This is an optimization exercise on Yosys and OpenROAD, whose aim is small area, a short achievable clock period and few clock cycles per item, not a production implementation.
In this exercise RTL edits were held to simulation tests only and were not proved equivalent to the original.
Power is estimated from default activity; no workload was simulated.

File: flow/design.v
module gbq_fmul_a (
    input  wire [31:0] a,
    input  wire [31:0] b,
    output wire [69:0] m
);
    wire       sa = a[31];
    wire       sb = b[31];
    wire [7:0] ea = a[30:23];
    wire [7:0] eb = b[30:23];
    wire [22:0] fa = a[22:0];
    wire [22:0] fb = b[22:0];
    wire a_nan  = (ea == 8'hFF) && (fa != 0);
    wire b_nan  = (eb == 8'hFF) && (fb != 0);
    wire a_inf  = (ea == 8'hFF) && (fa == 0);
    wire b_inf  = (eb == 8'hFF) && (fb == 0);
    wire a_zero = (ea == 8'h00) && (fa == 0);
    wire b_zero = (eb == 8'h00) && (fb == 0);
    wire [1:0] cls = (a_nan || b_nan || (a_inf && b_zero) || (a_zero && b_inf)) ? 2'd1
                   : (a_inf || b_inf) ? 2'd2
                   : (a_zero || b_zero) ? 2'd3 : 2'd0;
    wire [23:0] ma = {(ea != 0), fa};
    wire [23:0] mb = {(eb != 0), fb};
    function automatic [4:0] lzc24(input [23:0] v);
        integer i;
        begin
            lzc24 = 5'd24;
            for (i = 0; i < 24; i = i + 1)
                if (v[i]) lzc24 = 5'd23 - i[4:0];
        end
    endfunction
    function automatic [4:0] tzc24(input [23:0] v);
        integer i;
        begin
            tzc24 = 5'd24;
            for (i = 23; i >= 0; i = i - 1)
                if (v[i]) tzc24 = i[4:0];
        end
    endfunction
    wire [5:0] lz  = {1'b0, lzc24(ma)} + {1'b0, lzc24(mb)};
    wire [5:0] tzp = {1'b0, tzc24(ma)} + {1'b0, tzc24(mb)};
    wire [47:0] p;
    gbq_mul24 u_m (.a(ma), .b(mb), .p(p));
    wire [8:0]         eab = {1'b0, (ea == 0) ? 8'd1 : ea} + {1'b0, (eb == 0) ? 8'd1 : eb};
    wire signed [10:0] e47 = $signed({2'b00, eab}) - $signed({5'b0, lz}) - 11'sd126;
    wire               sub = e47 <= 11'sd1;
    wire signed [10:0] ssub = 11'sd151 - $signed({2'b00, eab});
    wire [5:0]         a0  = sub ? ((ssub > 11'sd50) ? 6'd50 : ssub[5:0]) : (6'd23 - lz);
    wire               ovf_t = e47 >= 11'sd255;
    wire               ovf_n = e47 >= 11'sd256;
    wire               st_t = tzp < a0;
    wire               st_n = {1'b0, tzp} < ({1'b0, a0} - 7'd1) && a0 != 6'd0;
    assign m = {sa ^ sb, cls, sub, ovf_t, ovf_n, st_t, st_n, e47[7:0], a0, p};
endmodule
module gbq_fmul_b (
    input  wire [69:0] m,
    output reg  [31:0] y
);
    wire        sy    = m[69];
    wire [1:0]  cls   = m[68:67];
    wire        sub   = m[66];
    wire        ovf_t = m[65];
    wire        ovf_n = m[64];
    wire        st_t  = m[63];
    wire        st_n  = m[62];
    wire [7:0]  e_t   = m[61:54];
    wire [5:0]  a0    = m[53:48];
    wire [47:0] p     = m[47:0];
    wire [48:0] t = {p, 1'b0} >> a0;
    wire        top = t[25];
    wire [7:0]  e_n = e_t - 8'd1;
    reg [23:0] r;
    reg        guard, sticky, inc, ovf;
    reg [30:0] mag0;
    wire [30:0] mag;
    gbq_padd #(31) u_inc (.a(mag0), .b(31'd0), .cin(inc), .s(mag));
    always @(*) begin
        if (top) begin
            r = t[25:2]; guard = t[1]; sticky = st_t; ovf = ovf_t;
        end else begin
            r = t[24:1]; guard = t[0]; sticky = st_n; ovf = ovf_n;
        end
        inc = guard & (sticky | r[0]);
        if (sub) mag0 = {7'd0, r};
        else     mag0 = {(top ? e_t : e_n), r[22:0]};
        case (cls)
            2'd1: y = 32'h7FC00000;
            2'd2: y = {sy, 8'hFF, 23'd0};
            2'd3: y = {sy, 31'd0};
            default: y = (!sub && ovf) ? {sy, 8'hFF, 23'd0} : {sy, mag};
        endcase
    end
endmodule
module gbq_fmul (
    input  wire [31:0] a,
    input  wire [31:0] b,
    output wire [31:0] y
);
    wire [69:0] m;
    gbq_fmul_a u_a (.a(a), .b(b), .m(m));
    gbq_fmul_b u_b (.m(m), .y(y));
endmodule
module gbq_mul24cs (
    input  wire [23:0] a,
    input  wire [23:0] b,
    output wire [47:0] s,
    output wire [47:0] c
);
    wire [26:0] bx = {2'b00, b, 1'b0};
    wire [25:0] row [0:12];
    wire [12:0] neg;
    genvar i;
    generate
        for (i = 0; i < 13; i = i + 1) begin : g_row
            wire b2 = bx[2*i+2];
            wire b1 = bx[2*i+1];
            wire b0 = bx[2*i];
            wire one = b1 ^ b0;
            wire two = (b2 & ~b1 & ~b0) | (~b2 & b1 & b0);
            wire [24:0] mag = ({25{one}} & {1'b0, a}) | ({25{two}} & {a, 1'b0});
            assign neg[i] = b2;
            assign row[i] = {~b2, mag ^ {25{b2}}};
        end
    endgenerate
    wire [47:0] r [0:13];
    assign r[0] = {22'd0, row[0]};
    generate
        for (i = 1; i < 13; i = i + 1) begin : g_pos
            wire [49:0] w = {row[i], 1'b0, neg[i-1]} << (2*i - 2);
            assign r[i] = w[47:0];
        end
    endgenerate
    assign r[13] = 48'h555556000000 | ({47'd0, neg[12]} << 24);
    function automatic [95:0] csa(input [47:0] x, input [47:0] y, input [47:0] z);
        csa = {x ^ y ^ z, ((x & y) | (x & z) | (y & z)) << 1};
    endfunction
    wire [47:0] l1 [0:9];
    assign {l1[0], l1[1]} = csa(r[0], r[1], r[2]);
    assign {l1[2], l1[3]} = csa(r[3], r[4], r[5]);
    assign {l1[4], l1[5]} = csa(r[6], r[7], r[8]);
    assign {l1[6], l1[7]} = csa(r[9], r[10], r[11]);
    assign l1[8] = r[12];
    assign l1[9] = r[13];
    wire [47:0] l2 [0:6];
    assign {l2[0], l2[1]} = csa(l1[0], l1[1], l1[2]);
    assign {l2[2], l2[3]} = csa(l1[3], l1[4], l1[5]);
    assign {l2[4], l2[5]} = csa(l1[6], l1[7], l1[8]);
    assign l2[6] = l1[9];
    wire [47:0] l3 [0:4];
    assign {l3[0], l3[1]} = csa(l2[0], l2[1], l2[2]);
    assign {l3[2], l3[3]} = csa(l2[3], l2[4], l2[5]);
    assign l3[4] = l2[6];
    wire [47:0] l4 [0:3];
    assign {l4[0], l4[1]} = csa(l3[0], l3[1], l3[2]);
    assign l4[2] = l3[3];
    assign l4[3] = l3[4];
    wire [47:0] l5 [0:2];
    assign {l5[0], l5[1]} = csa(l4[0], l4[1], l4[2]);
    assign l5[2] = l4[3];
    assign {s, c} = csa(l5[0], l5[1], l5[2]);
endmodule
module gbq_mul24 (
    input  wire [23:0] a,
    input  wire [23:0] b,
    output wire [47:0] p
);
    wire [47:0] s, c;
    gbq_mul24cs u_cs (.a(a), .b(b), .s(s), .c(c));
    gbq_padd #(48) u_cpa (.a(s), .b(c), .cin(1'b0), .s(p));
endmodule
module gbq_fadd (
    input  wire [31:0] a,
    input  wire [31:0] b,
    input  wire        sub,
    output reg  [31:0] y
);
    wire        sa = a[31];
    wire        sb = b[31] ^ sub;
    wire [7:0]  ea = a[30:23];
    wire [7:0]  eb = b[30:23];
    wire [22:0] fa = a[22:0];
    wire [22:0] fb = b[22:0];
    wire a_nan = (ea == 8'hFF) && (fa != 0);
    wire b_nan = (eb == 8'hFF) && (fb != 0);
    wire a_inf = (ea == 8'hFF) && (fa == 0);
    wire b_inf = (eb == 8'hFF) && (fb == 0);
    wire esub  = sa ^ sb;
    wire same  = a[30:0] == b[30:0];
    wire zero2 = (a[30:0] == 31'd0) && (b[30:0] == 31'd0);
    wire [7:0]  eau = (ea == 0) ? 8'd1 : ea;
    wire [7:0]  ebu = (eb == 0) ? 8'd1 : eb;
    wire [23:0] ma  = {(ea != 0), fa};
    wire [23:0] mb  = {(eb != 0), fb};
    wire [8:0]  dab, dba;
    gbq_padd #(9) u_dab (.a({1'b0, eau}), .b(~{1'b0, ebu}), .cin(1'b1), .s(dab));
    gbq_padd #(9) u_dba (.a({1'b0, ebu}), .b(~{1'b0, eau}), .cin(1'b1), .s(dba));
    wire        age = ~dab[8];                        
    function automatic [4:0] tzc24(input [23:0] v);
        integer i;
        begin
            tzc24 = 5'd24;
            for (i = 23; i >= 0; i = i - 1)
                if (v[i]) tzc24 = i[4:0];
        end
    endfunction
    function automatic [4:0] lzc25(input [24:0] v);
        integer i;
        begin
            lzc25 = 5'd25;
            for (i = 0; i < 25; i = i + 1)
                if (v[i]) lzc25 = 5'd24 - i[4:0];
        end
    endfunction
    wire        sx  = age ? sa : sb;
    wire [7:0]  exu = age ? eau : ebu;
    wire [23:0] mx  = age ? ma : mb;
    wire [23:0] my  = age ? mb : ma;
    wire [7:0]  d   = age ? dab[7:0] : dba[7:0];
    wire [4:0]  tza = tzc24(ma);
    wire [4:0]  tzb = tzc24(mb);
    wire [4:0]  tzy = age ? tzb : tza;
    wire        yz  = age ? (mb == 24'd0) : (ma == 24'd0);
    wire        big = d > 8'd26;
    wire [26:0] my_al = big ? 27'd0 : ({my, 3'b000} >> d[4:0]);
    wire        st  = big ? ~yz : ({1'b0, d[4:0]} > ({1'b0, tzy} + 6'd3));
    wire [26:0] my_sh = {my_al[26:1], my_al[0] | st};
    wire [27:0] s;
    gbq_padd #(28) u_s (.a({1'b0, mx, 3'b000}), .b({1'b0, my_sh} ^ {28{esub}}), .cin(esub), .s(s));
    reg  [26:0] m;
    reg  [8:0]  e;
    reg         inc;
    always @(*) begin
        if (s[27]) begin
            m = {s[27:2], s[1] | s[0]};
            e = {1'b0, exu} + 9'd1;
        end else if (s[26] || exu == 8'd1) begin
            m = s[26:0];
            e = {1'b0, exu};
        end else begin
            m = {s[25:0], 1'b0};
            e = {1'b0, exu} - 9'd1;
        end
        inc     = m[2] & ((m[1] | m[0]) | m[3]);
    end
    wire [30:0] far_mag;
    gbq_padd #(31) u_r (.a({(m[26] ? e[7:0] : 8'd0), m[25:3]}), .b(31'd0), .cin(inc), .s(far_mag));
    wire far_ovf = e[8] | (e[7:0] == 8'hFF);
    wire        d0  = dab == 9'd0;
    wire [24:0] da, db;
    gbq_padd #(25) u_da (.a({ma, 1'b0}), .b(~(d0 ? {mb, 1'b0} : {1'b0, mb})), .cin(1'b1), .s(da));
    gbq_padd #(25) u_db (.a({mb, 1'b0}), .b(~(d0 ? {ma, 1'b0} : {1'b0, ma})), .cin(1'b1), .s(db));
    wire        bna = d0 ? (mb > ma) : ~age;          
    wire [24:0] df  = bna ? db : da;
    wire        sn  = bna ? sb : sa;
    wire [4:0]  lz  = lzc25(df);
    wire [7:0]  lim = exu - 8'd1;                     
    wire [4:0]  shn = ({3'b000, lz} > lim) ? lim[4:0] : lz;
    wire [24:0] nn  = df << shn;
    wire [7:0]  en  = exu - {3'b000, shn};
    wire [30:0] near_mag = {(nn[24] ? en : 8'd0), nn[23:1]};
    wire near_ok = (dab == 9'd0) || (dab == 9'd1) || (dba == 9'd1);
    wire use_near = esub && near_ok && (d0 || !df[24]);
    always @(*) begin
        if (a_nan || b_nan || (a_inf && b_inf && (sa != sb)))
            y = 32'h7FC00000;
        else if (a_inf)
            y = {sa, 8'hFF, 23'd0};
        else if (b_inf)
            y = {sb, 8'hFF, 23'd0};
        else if ((same && esub) || zero2)
            y = {sa & sb, 31'd0};
        else if (use_near)
            y = {sn, near_mag};
        else if (far_ovf)
            y = {sx, 8'hFF, 23'd0};
        else
            y = {sx, far_mag};
    end
endmodule
module gbq_padd #(parameter W = 8) (
    input  wire [W-1:0] a,
    input  wire [W-1:0] b,
    input  wire         cin,
    output wire [W-1:0] s
);
    function integer levels(input integer n);
        integer k;
        begin
            levels = 0;
            for (k = 1; k < n; k = k * 2) levels = levels + 1;
        end
    endfunction
    localparam L = levels(W + 1);
    wire [W:0] g [0:L];
    wire [W:0] p [0:L];
    assign g[0] = {a & b, cin};
    assign p[0] = {a ^ b, 1'b0};
    genvar l, i;
    generate
        for (l = 0; l < L; l = l + 1) begin : g_lvl
            for (i = 0; i <= W; i = i + 1) begin : g_bit
                if (i >= (1 << l)) begin : g_op
                    assign g[l+1][i] = g[l][i] | (p[l][i] & g[l][i - (1 << l)]);
                    assign p[l+1][i] = p[l][i] & p[l][i - (1 << l)];
                end else begin : g_cp
                    assign g[l+1][i] = g[l][i];
                    assign p[l+1][i] = p[l][i];
                end
            end
        end
    endgenerate
    assign s = p[0][W:1] ^ g[L][W-1:0];
endmodule
module gbq_core (
    input  wire        clk,
    input  wire        rst,
    input  wire        cmd_valid,
    output wire        cmd_ready,
    input  wire [2:0]  cmd_op,
    input  wire [3:0]  cmd_addr,
    input  wire [31:0] cmd_data,
    output reg         res_valid,
    output reg  [31:0] res_data
);
    localparam OP_PROCESS = 3'd0;
    localparam OP_BQAPPLY = 3'd1;
    localparam OP_SAHSTEP = 3'd2;
    localparam OP_WRITE   = 3'd3;
    localparam OP_PREPARE = 3'd4;
    localparam OP_REBUILD = 3'd5;
    localparam [31:0] ONE   = 32'h3F800000;
    localparam [31:0] HALF  = 32'h3F000000;
    localparam [31:0] ATTEN = 32'h3F333333;
    reg [31:0] divider;
    reg [31:0] in_gain;
    reg [31:0] out_level;
    reg [31:0] dry_abs;
    reg        dry_neg;
    reg [31:0] fblend;
    reg [31:0] c0, c1, c2, c3, c4;
    reg        bq_valid;
    reg [31:0] x1   [0:3];
    reg [31:0] x2   [0:3];
    reg [31:0] y1   [0:3];
    reg [31:0] y2   [0:3];
    reg [31:0] hold [0:3];
    reg [31:0] cnt  [0:3];
    reg        busy;
    reg        is_process;
    reg [1:0]  ch;
    reg [4:0]  step;
    reg [31:0] xo;     
    reg [31:0] u;      
    reg [31:0] f;      
    reg [31:0] acc;
    reg [31:0] t1;
    assign cmd_ready = !busy;
    wire accept = cmd_valid && cmd_ready;
    wire [1:0] cmd_ch = cmd_addr[1:0];
    wire [31:0] cnt_inc  = cnt[cmd_ch] + 32'd1;
    wire        sah_latch = cnt_inc >= divider;
    wire [31:0] sah_out  = sah_latch ? cmd_data : hold[cmd_ch];
    reg  [31:0] opa, opb;
    reg         sub;
    wire [31:0] mul_y, add_y;
    gbq_fmul u_mul (.a(opa), .b(opb), .y(mul_y));
    gbq_fadd u_add (.a(opa), .b(opb), .sub(sub), .y(add_y));
    always @(*) begin
        opa = 32'd0;
        opb = 32'd0;
        sub = 1'b0;
        case (step)
            5'd1:  begin opa = u;    opb = in_gain;  end
            5'd2:  begin opa = c0;   opb = u;        end
            5'd3:  begin opa = c1;   opb = x1[ch];   end
            5'd4:  begin opa = acc;  opb = t1;       end
            5'd5:  begin opa = c2;   opb = x2[ch];   end
            5'd6:  begin opa = acc;  opb = t1;       end
            5'd7:  begin opa = c3;   opb = y1[ch];   end
            5'd8:  begin opa = acc;  opb = t1; sub = 1'b1; end
            5'd9:  begin opa = c4;   opb = y2[ch];   end
            5'd10: begin opa = acc;  opb = t1; sub = 1'b1; end
            5'd11: begin opa = f;    opb = fblend;   end
            5'd12: begin opa = ONE;  opb = fblend; sub = 1'b1; end
            5'd13: begin opa = u;    opb = t1;       end
            5'd14: begin opa = acc;  opb = t1;       end
            5'd15: begin opa = acc;  opb = HALF;     end
            5'd16: begin opa = {xo[31] ^ dry_neg, xo[30:0]}; opb = dry_abs; end
            5'd17: begin opa = ONE;  opb = dry_abs; sub = 1'b1; end
            5'd18: begin opa = u;    opb = t1;       end
            5'd19: begin opa = acc;  opb = t1;       end
            5'd20: begin opa = acc;  opb = HALF;     end
            5'd21: begin opa = acc;  opb = out_level; end
            5'd22: begin opa = acc;  opb = ATTEN;    end
            default: ;
        endcase
    end
    wire [31:0] o = mul_y;
    wire        o_big = (o[30:0] > ONE[30:0]) && (o[30:0] <= 31'h7F800000);
    wire [31:0] clamped = o_big ? {o[31], ONE[30:0]} : o;
    wire [31:0] filt = bq_valid ? add_y : u;
    integer k;
    always @(posedge clk) begin
        if (rst) begin
            divider   <= 32'd0;
            in_gain   <= 32'd0;
            out_level <= 32'd0;
            dry_abs   <= 32'd0;
            dry_neg   <= 1'b0;
            fblend    <= 32'd0;
            c0 <= 32'd0; c1 <= 32'd0; c2 <= 32'd0; c3 <= 32'd0; c4 <= 32'd0;
            bq_valid  <= 1'b0;
            for (k = 0; k < 4; k = k + 1) begin
                x1[k] <= 32'd0; x2[k] <= 32'd0; y1[k] <= 32'd0; y2[k] <= 32'd0;
                hold[k] <= 32'd0; cnt[k] <= 32'd0;
            end
            busy       <= 1'b0;
            is_process <= 1'b0;
            ch         <= 2'd0;
            step       <= 5'd0;
            xo  <= 32'd0; u <= 32'd0; f <= 32'd0; acc <= 32'd0; t1 <= 32'd0;
            res_valid  <= 1'b0;
            res_data   <= 32'd0;
        end else begin
            res_valid <= 1'b0;
            if (accept) begin
                case (cmd_op)
                    OP_PROCESS, OP_SAHSTEP: begin
                        if (sah_latch) begin
                            cnt[cmd_ch]  <= 32'd0;
                            hold[cmd_ch] <= cmd_data;
                        end else begin
                            cnt[cmd_ch]  <= cnt_inc;
                        end
                        if (cmd_op == OP_PROCESS) begin
                            busy       <= 1'b1;
                            is_process <= 1'b1;
                            ch         <= cmd_ch;
                            step       <= 5'd1;
                            xo         <= cmd_data;
                            u          <= sah_out;
                        end else begin
                            res_valid <= 1'b1;
                            res_data  <= sah_out;
                        end
                    end
                    OP_BQAPPLY: begin
                        busy       <= 1'b1;
                        is_process <= 1'b0;
                        ch         <= cmd_ch;
                        step       <= 5'd2;
                        xo         <= cmd_data;
                        u          <= cmd_data;
                    end
                    OP_WRITE: begin
                        case (cmd_addr)
                            4'd0:  divider   <= cmd_data;
                            4'd1:  in_gain   <= cmd_data;
                            4'd2:  out_level <= cmd_data;
                            4'd3:  dry_abs   <= cmd_data;
                            4'd4:  dry_neg   <= cmd_data[31];
                            4'd5:  fblend    <= cmd_data;
                            4'd6:  c0 <= cmd_data;
                            4'd7:  c1 <= cmd_data;
                            4'd8:  c2 <= cmd_data;
                            4'd9:  c3 <= cmd_data;
                            4'd10: c4 <= cmd_data;
                            default: ;
                        endcase
                    end
                    OP_PREPARE: begin
                        bq_valid <= 1'b0;
                        for (k = 0; k < 4; k = k + 1) begin
                            x1[k] <= 32'd0; x2[k] <= 32'd0; y1[k] <= 32'd0; y2[k] <= 32'd0;
                            hold[k] <= 32'd0; cnt[k] <= 32'd0;
                        end
                    end
                    OP_REBUILD: bq_valid <= 1'b1;
                    default: ;
                endcase
            end else if (busy) begin
                step <= step + 5'd1;
                case (step)
                    5'd1, 5'd15: u <= mul_y;
                    5'd2, 5'd11, 5'd16, 5'd20, 5'd21: acc <= mul_y;
                    5'd3, 5'd5, 5'd7, 5'd9, 5'd13, 5'd18: t1 <= mul_y;
                    5'd4, 5'd6, 5'd8, 5'd14, 5'd19: acc <= add_y;
                    5'd12, 5'd17: t1 <= add_y;
                    5'd10: begin
                        f <= filt;
                        if (bq_valid) begin
                            x2[ch] <= x1[ch];
                            x1[ch] <= u;
                            y2[ch] <= y1[ch];
                            y1[ch] <= add_y;
                        end
                        if (!is_process) begin
                            busy      <= 1'b0;
                            res_valid <= 1'b1;
                            res_data  <= filt;
                        end
                    end
                    5'd22: begin
                        busy      <= 1'b0;
                        res_valid <= 1'b1;
                        res_data  <= clamped;
                    end
                    default: ;
                endcase
            end
        end
    end
endmodule
File: flow/run.sh
#!/bin/bash
# synth_recipe.tcl (not shown) runs the flow's synth.tcl, then flattens the netlist and writes it again
# the make line also repeats each setting of config.mk as NAME=value (left out here)
make -C /OpenROAD-flow-scripts/flow DESIGN_CONFIG=/design/flow/config.mk WORK_HOME=/design/flow/orfs CLKGATE_MAP_FILE= SYNTH_SCRIPT=/design/flow/synth_recipe.tcl finish
File: flow/constraint.sdc
create_clock -name core_clock -period 22.0 [get_ports {clk}]
set_input_delay 4.4000 -clock core_clock [delete_from_list [all_inputs] [get_ports {clk}]]
set_output_delay 4.4000 -clock core_clock [all_outputs]
set_load 0.01 [all_outputs]
File: flow/config.mk
export PLATFORM = sky130hd
export DESIGN_NAME = gbq_core
export DESIGN_NICKNAME = gbq_core
export VERILOG_FILES = /design/flow/design.v
export SDC_FILE = /design/flow/constraint.sdc
export NUM_CORES = 4
export LEC_CHECK = 0
export ABC_AREA = 1
export CAP_MARGIN = 20
export CORE_MARGIN = 2
export CORE_UTILIZATION = 40
export SLEW_MARGIN = 20
==> impl_metrics.toml <==
[synthesis]
ys_types = 85
synth_edf_count = 768
syn_inst = 12974
synth_warnings = 10
synth_area_leaders = "edfxtp_1 (24%), dfxtp_1 (11%), nand2_1 (10%)"
synthTopCellsByCount = "nand2_1 (2664), nor2_1 (1506), inv_1 (1280), nand3_1 (1115), a21oi_1 (928)"
synth_nets = 13666
synthFlopType = "edfxtp_1"
synth_area_leader_cell = "edfxtp_1"
ys_async_sr_fraction = 0
synth_top_area_share = 0.240
synth_most_common_cell = "nand2_1"
syn-cell-area_mm2 = 0.0962
synth-seq-cells = 1294
avgSynthCellArea_um2 = 7.41
yosysSeqAreaShare = 0.349

[cts]
root_buffer = "clkbuf_16"
numCtsBuffers = 117
cts_setup_buffers = 0
cts_max_level = 3
clk_pin_slew_ns = 0.07
cts_tree = "done"
cts.repair.resized = 0
clk_latency_ns = 0.81
cts.sinks = 1294
clock_path_buffers = 3
ctsHoldBuffers = 0

[worst_setup_path]
critPathLaunchType = "flip-flop"
r2r-end = "res_data[26]"
worst_path_most_repeated_cell = "nand2_1"
crit_path_max_incr_delay_ns = 0.78
reg2reg_slack_ns = 5.85
critPathTopFamily = "simple AND/OR/NAND/NOR gates"
reg2regPathDepth = 59
crit_path_max_fanout = 52
cp-end-kind = "flip-flop"
cp.arrival_ns = 16.76
worstSetupPathType = "flip-flop to flip-flop"
cpMaxStageDelayCell = "nor3_1"
crit_buf_inv = 11
cp.depth = 59
required_ns = 22.61

[sta]
grt_setup_unrepaired = "false"
period_share = 0.734
tightest_slew_ns = 1.18
fmax_mhz = 61.9
setup_violations = 0
tns_ns = 0
timing.hold.ws_ns = 0.446
skew_ns = 0.111
finalCriticalPeriod_ns = 16.15
drv_slew = 0
max_slew_margin = 0.207
hold_viol = 0

[global_route]
grt_max_degree = 224
overflow = 0
grt_pass1_wl_mm = 564
grt_pass1_vias = 83811
antenna_found_initial = 5
grt_usage = 0.304

[finish]
n_fill_cell = 24854
final_cells = 15877
final_nets = 13276
syn_to_final_growth_pct = 7.12
drive_gt1_frac = 0.0569
fin_util = 0.430
multiInputGateArea_mm2 = 0.0540
regArea_mm2 = 0.0336

[power_and_ir_drop]
vdd_drop_max_uv = 127
power_frac_clock = 0.198
p_per_area_mw_per_mm2 = 103
leakage_nw = 43.1
switchingPower_mw = 5.22
combPwrFrac = 0.551
sw_frac_of_total = 0.492
p_seq_frac = 0.251
internal_power_mw = 5.40
power_mw = 10.6

[route]
drc_errors = 0
routed_wl_mm = 383
postRouteAntennaNets = 0
drtPass1Iterations = 7
post_drt_via_cell_ratio = 5.73
route.vias.total = 91014
drtIter0Drc = 11081
routedWlPerCell_um = 24.1

[floorplan]
fp.dieW_um = 494
die_area_mm2 = 0.244
start_util = 0.401
fp.coreArea_mm2 = 0.240
die_y_um = 494
row_count = 180
ioPinCount = 76

[placement]
dp_hpwl_mm = 275
globalplace.congestion = 0.996
numPortBuffers = 75
place_inst = 15650

[run_status]
outcome = "complete, no violations"

[hold_path]
hp-class = "flip-flop to flip-flop"
holdPathEnd = "c2[3]"
holdPathStages = 2
min_from = "c2[3]"

[flow_run]
cap_violations = 0
-- placed cells by master, fill, tap and decap left out, types with 332 or more instances in the layout --
cell,instances
nand2_1,2660
nor2_1,1499
inv_1,1275
nand3_1,1106
a21oi_1,927
o21ai_0,829
edfxtp_1,768
dfxtp_1,524
xor2_1,407
ha_1,392
o22ai_1,332
-- final cells by class --
| class | instances | share of cell area |
|---|---|---|
| multi-input combinational | 9503 | 0.524 |
| inverter | 1401 | 0.0515 |
| sequential | 1294 | 0.326 |
| tap | 3185 | 0.0387 |
| clock inverter | 71 | 0.00604 |
| timing repair buffer | 267 | 0.0215 |
| clock buffer | 152 | 0.0317 |
| antenna | 4 | 0.0000972 |
-- metal layers --
metal / vias to the layer above / global-route usage / part of all wire
li1: 42532 / - / -
met2: 4476 / 0.475 / 0.45
met3: 846 / 0.0388 / 0.087
met5: - / 0 / 0
met1: 43160 / 0.407 / 0.40
met4: 0 / 0.168 / 0.065
-- cell families (layout without fill, tap and decap cells) --
| family | count (synthesis) | after routing | share of synthesized area |
|---|---|---|---|
| adder cells (fa/ha/maj) | 650 | 650 | 0.105 |
| buffers and inverters | 2177 | 1891 | 0.0914 |
| AO/OA/AOI/OAI | 2665 | 2665 | 0.160 |
| other | 0 | 4 | 0 |
| XOR/XNOR | 469 | 469 | 0.0429 |
| flip-flops | 1294 | 1294 | 0.349 |
| AND/OR/NAND/NOR | 5719 | 5719 | 0.252 |
-- how the worst max path moves through the flow --
stage / start / slack [ns] / endpoint
floorplan: cmd_addr[0] / 11.03 / hold[0][0]
detailed placement: flip-flop / 6.19 / res_data[23]
finish: flip-flop / 5.85 / res_data[26]
global route: flip-flop / 5.18 / res_data[28]
CTS: flip-flop / 6.20 / res_data[26]
global placement: flip-flop / 6.24 / res_data[11]
-- worst min-delay path, cell delays in order (launching register included) --
cell	delay (ns)
dfxtp_1	0.31
inv_1	0.04
a21oi_1	0.05
-- through the flow --
| step | worst slack, ns | instance area (µm²) |
|---|---|---|
| floorplan | 11.03 | 96200 |
| global placement | 6.24 | 99100 |
| detailed placement | 6.19 | 99100 |
| CTS | 6.20 | 103000 |
| global route | 5.18 | 103000 |
| finish | 5.85 | 103000 |
-- sequential cells by signal (all words and copies together), names as in the netlist, 128 cells and up, named ones only --
register	flops
cnt	128
x1	128
hold	128
y2	128
x2	128
y1	128
-- power groups by stage --
stage | Clock [mW] | Combinational, mW | Sequential, mW
final | 2.10 | 5.86 | 2.66
after global routing | 2.20 | 6.45 | 2.67
after CTS | 2.11 | 5.72 | 2.66
after detailed placement | 0 | 5.70 | 2.72
after global placement | 0 | 5.71 | 2.72
after floorplan | 0 | 4.14 | 2.71
Testbench counts, summed over its fixed seeds: cycles 198,309, items 9,600.

[re-timing with driven ports]
The results above use ideal ports. As a check the final layout listed here was re-extracted and re-timed, cells and wires unchanged. Step 1 assumes that a clkbuf_16 drives the clock port and a buf_2 every other input. Step 2 times the ports against the registers' clock, not the clock port: input delays grow and output delays shrink by t, the midpoint of the rising clock arrivals with the driver on. Slacks: ideal / step 1 / step 2; pairs: ideal / step 1.
shift t [ns]: 0.847
setup WS [ns]: 5.850 / 5.850 / 5.850
slew at the worst register clock pin (ns): 0.08 / 0.08
pins driven straight from the clock port: 1
After both steps setup and hold are still met in this run. The setup slack of this run moves by 0.000 ns with the drivers and by 0.000 ns with both steps.
